Source: an optimization exercise on an open RTL-to-GDS flow (aim: small area, a short achievable clock period and few clock cycles per item). Production flows keep margins and buffers that such runs may drop. RTL that was checked went through simulation tests only; none was proved equivalent to the original.

==> module gf2_rank, before the edit <==
module gf2_rank (
    input  wire         clk,
    input  wire         rst,
    input  wire         start,
    input  wire [4:0]   rows_in,
    input  wire [5:0]   cols_in,
    output wire         ready,
    input  wire         row_valid,
    input  wire [31:0]  row_in,       
    output wire         row_ready,
    output reg          done,
    output wire [2:0]   err,
    output wire [5:0]   rank_out
);
    localparam NMAX = 32;
    localparam [NMAX-1:0] CUT = (32'd1 << 3) | (32'd1 << 9) | (32'd1 << 15) | (32'd1 << 21) | (32'd1 << 27);
    localparam FIRST = 3;              
    reg        loading;                    
    reg  [4:0] rem;                        
    reg        bad_r;                      
    reg        bad_q;                      
    reg  [4:0] cnt;                        
    reg  [4:0] rank_q;                     
    reg  [NMAX-1:0] valid;                 
    reg  [5:0] n_r;                        
    reg        init;                       
    reg        rdy;                        
    assign ready     = rdy;
    assign row_ready = loading;
    assign err       = {1'b0, bad_q, bad_q};
    assign rank_out  = {1'b0, rank_q};
    wire take      = row_valid & loading;
    wire take_last = take & (rem == 5'd1);
    wire flush     = rst | start;
    wire [NMAX*(NMAX+1)-1:0] rbus;
    wire [NMAX:0] lbus, pbus, ebus;
    assign rbus[NMAX-1:0] = row_in;
    assign lbus[0] = take;
    assign pbus[0] = take;
    assign ebus[0] = take_last;
    wire [NMAX-1:0] fin_v, now_v, pre_v;
    genvar c;
    generate
        for (c = 0; c < NMAX; c = c + 1) begin : col
            wire [NMAX-1:0] rin;
            wire            lin, pin, ein;
            if (c > 0 && CUT[c]) begin : pipe
                reg [NMAX-1:0] r;
                reg            l, p, e;
                always @(posedge clk) begin
                    r <= rbus[NMAX*c +: NMAX];
                    if (flush) begin
                        l <= 1'b0;
                        p <= 1'b0;
                        e <= 1'b0;
                    end else begin
                        l <= lbus[c];
                        p <= pbus[c];
                        e <= ebus[c];
                    end
                end
                assign rin = r;
                assign lin = l;
                assign pin = p;
                assign ein = e;
            end else begin : thru
                assign rin = rbus[NMAX*c +: NMAX];
                assign lin = lbus[c];
                assign pin = pbus[c];
                assign ein = ebus[c];
            end
            reg  [NMAX-1:0] slot;
            wire [NMAX-1:0] hi  = ~((32'd2 << c) - 32'd1);
            wire            hit = rin[c];
            wire            put = lin & hit & ~valid[c];
            wire            red = hit & valid[c];
            always @(posedge clk)
                if (put)
                    slot <= rin & hi;
            assign rbus[NMAX*(c+1) +: NMAX] = rin ^ ({NMAX{red}} & slot & hi);
            assign lbus[c+1] = lin & ~(hit & ~valid[c]);
            assign pbus[c+1] = pin;
            assign ebus[c+1] = ein;
            if (c < FIRST) begin : v0
                always @(posedge clk)
                    valid[c] <= (start & (cols_in <= c)) | (~start & (valid[c] | put));
            end else begin : v1
                always @(posedge clk)
                    valid[c] <= (init & (n_r <= c)) | (~init & (valid[c] | put));
            end
            if (c >= FIRST && (c == NMAX - 1 || CUT[c+1])) begin : cend
                wire sel;
                if (c == NMAX - 1)
                    assign sel = (n_r > lo(c));
                else if (lo(c) == FIRST)
                    assign sel = (n_r <= c + 1);
                else
                    assign sel = (n_r > lo(c)) & (n_r <= c + 1);
                wire lq, pq;
                if (c == NMAX - 1) begin : stat
                    reg l, p;
                    always @(posedge clk)
                        if (flush) begin
                            l <= 1'b0;
                            p <= 1'b0;
                        end else begin
                            l <= lbus[c+1];
                            p <= pbus[c+1];
                        end
                    assign lq = l;
                    assign pq = p;
                end else begin : nxt
                    assign lq = col[c+1].pipe.l;
                    assign pq = col[c+1].pipe.p;
                end
                assign fin_v[c] = sel & ebus[c+1];
                assign now_v[c] = sel & pbus[c+1] & ~lbus[c+1];
                assign pre_v[c] = sel & pq & ~lq;
            end else begin : cmid
                assign fin_v[c] = 1'b0;
                assign now_v[c] = 1'b0;
                assign pre_v[c] = 1'b0;
            end
        end
    endgenerate
    function integer lo;
        input integer c;
        integer i;
        begin
            lo = 0;
            for (i = 1; i <= c; i = i + 1)
                if (CUT[i])
                    lo = i;
        end
    endfunction
    wire fin = |fin_v;                     
    wire now = |now_v;                     
    wire pre = |pre_v;                     
    wire       clr   = start | bad_r;
    wire [4:0] acc   = cnt + {4'd0, pre};
    wire [4:0] rnk_1 = clr ? 5'd0 : acc + 5'd1;
    wire [4:0] rnk_0 = clr ? 5'd0 : acc;
    always @(posedge clk) begin
        if (rst) begin
            done    <= 1'b0;
            init    <= 1'b0;
        end else begin
            done <= (start && rows_in == 5'd0) || fin;
            init <= start;
        end
        rdy     <= rst | (start & (rows_in == 5'd0)) | (~start & (rdy | fin));
        loading <= ~rst & ((start & (rows_in != 5'd0)) | (~start & loading & ~take_last));
        bad_q   <= start ? ((rows_in > 5'd16) | (cols_in > 6'd32)) : bad_r;
        if (start) begin
            n_r   <= cols_in;
            rem   <= rows_in;
            bad_r <= (rows_in > 5'd16) || (cols_in > 6'd32);
        end else if (take) begin
            rem   <= rem - 5'd1;
        end
        cnt    <= start ? 5'd0 : acc;
        rank_q <= now ? rnk_1 : rnk_0;
    end
endmodule
clock: 12.0 ns
lec_check: 0
cap_margin: 20
core_margin: 2
core_utilization: 50
cts_buf_list: sky130_fd_sc_hd__clkbuf_8
slew_margin: 20
standard.sh (not shown) runs the stock make flow with config.mk's settings and CLKGATE_MAP_FILE= SYNTH_SCRIPT=/design/flow/synth_recipe.tcl, a recipe that flattens the netlist after the stock synthesis.
==> flow/flow/run.sh <==
#!/bin/bash
set -euo pipefail
bash standard.sh SETUP_SLACK_MARGIN=8.35 "BUFFER_PORTS_ARGS=-buffer_cell sky130_fd_sc_hd__buf_2" finish > make_finish.log 2>&1
The first run finished clean.
Testbench counts at the start, summed over its fixed seeds: cycles 12,029, items 960.
Then changed:
--- a/flow/design.v
+++ b/flow/design.v
@@ -11,11 +11,11 @@
     output reg          done,
     output wire [2:0]   err,
     output wire [5:0]   rank_out
 );
     localparam NMAX = 32;
-    localparam [NMAX-1:0] CUT = (32'd1 << 3) | (32'd1 << 9) | (32'd1 << 15) | (32'd1 << 21) | (32'd1 << 27);
+    localparam [NMAX-1:0] CUT = (32'd1 << 3) | (32'd1 << 10) | (32'd1 << 17) | (32'd1 << 24);
     localparam FIRST = 3;              
     reg        loading;                    
     reg  [4:0] rem;                        
     reg        bad_r;                      
     reg        bad_q;                      
After rerunning: The new run ran to the end with no violations; die area came out lower by 1.7%; fmax came out lower by 9.3%; sequential share of layout area came out lower by 2.0 points; routed wire length came out higher by 2.6%; first-iteration DRC count came out lower by 5.9%; global-route usage came out higher by 0.72 points; register-to-register slack gets worse by 0.51 ns.
No functional check of the RTL was part of the second run of this note.

-- separate check: timing with driven ports --
Ports are ideal in the flow. The routed layouts listed here were re-timed in OpenROAD.
Step 1 sets driving cells, clkbuf_16 on the clock port and buf_2 on the other inputs (assumed; they add their load-dependent delay and slew).
Step 2, shift: input delay + t, output delay - t, t = (earliest + latest rising clock arrival at the registers) / 2. This alone moves slack from input paths to output paths.
a / b / c = ideal / step 1 / step 2; a / b = the first two.
run | t, ns | setup slack, ns | clock arrival spread, ns | pins driven straight from the clock port
the first run | 0.738 | 8.385 / 8.376 / 7.679 | 0.036 / 0.036 | 1
the second run | 0.725 | 8.014 / 8.014 / 7.730 | 0.045 / 0.044 | 1
After both steps setup and hold are still met in every run listed. The setup slack of the first run, which loses most, moves by -0.009 ns with the drivers and by -0.706 ns with both steps.
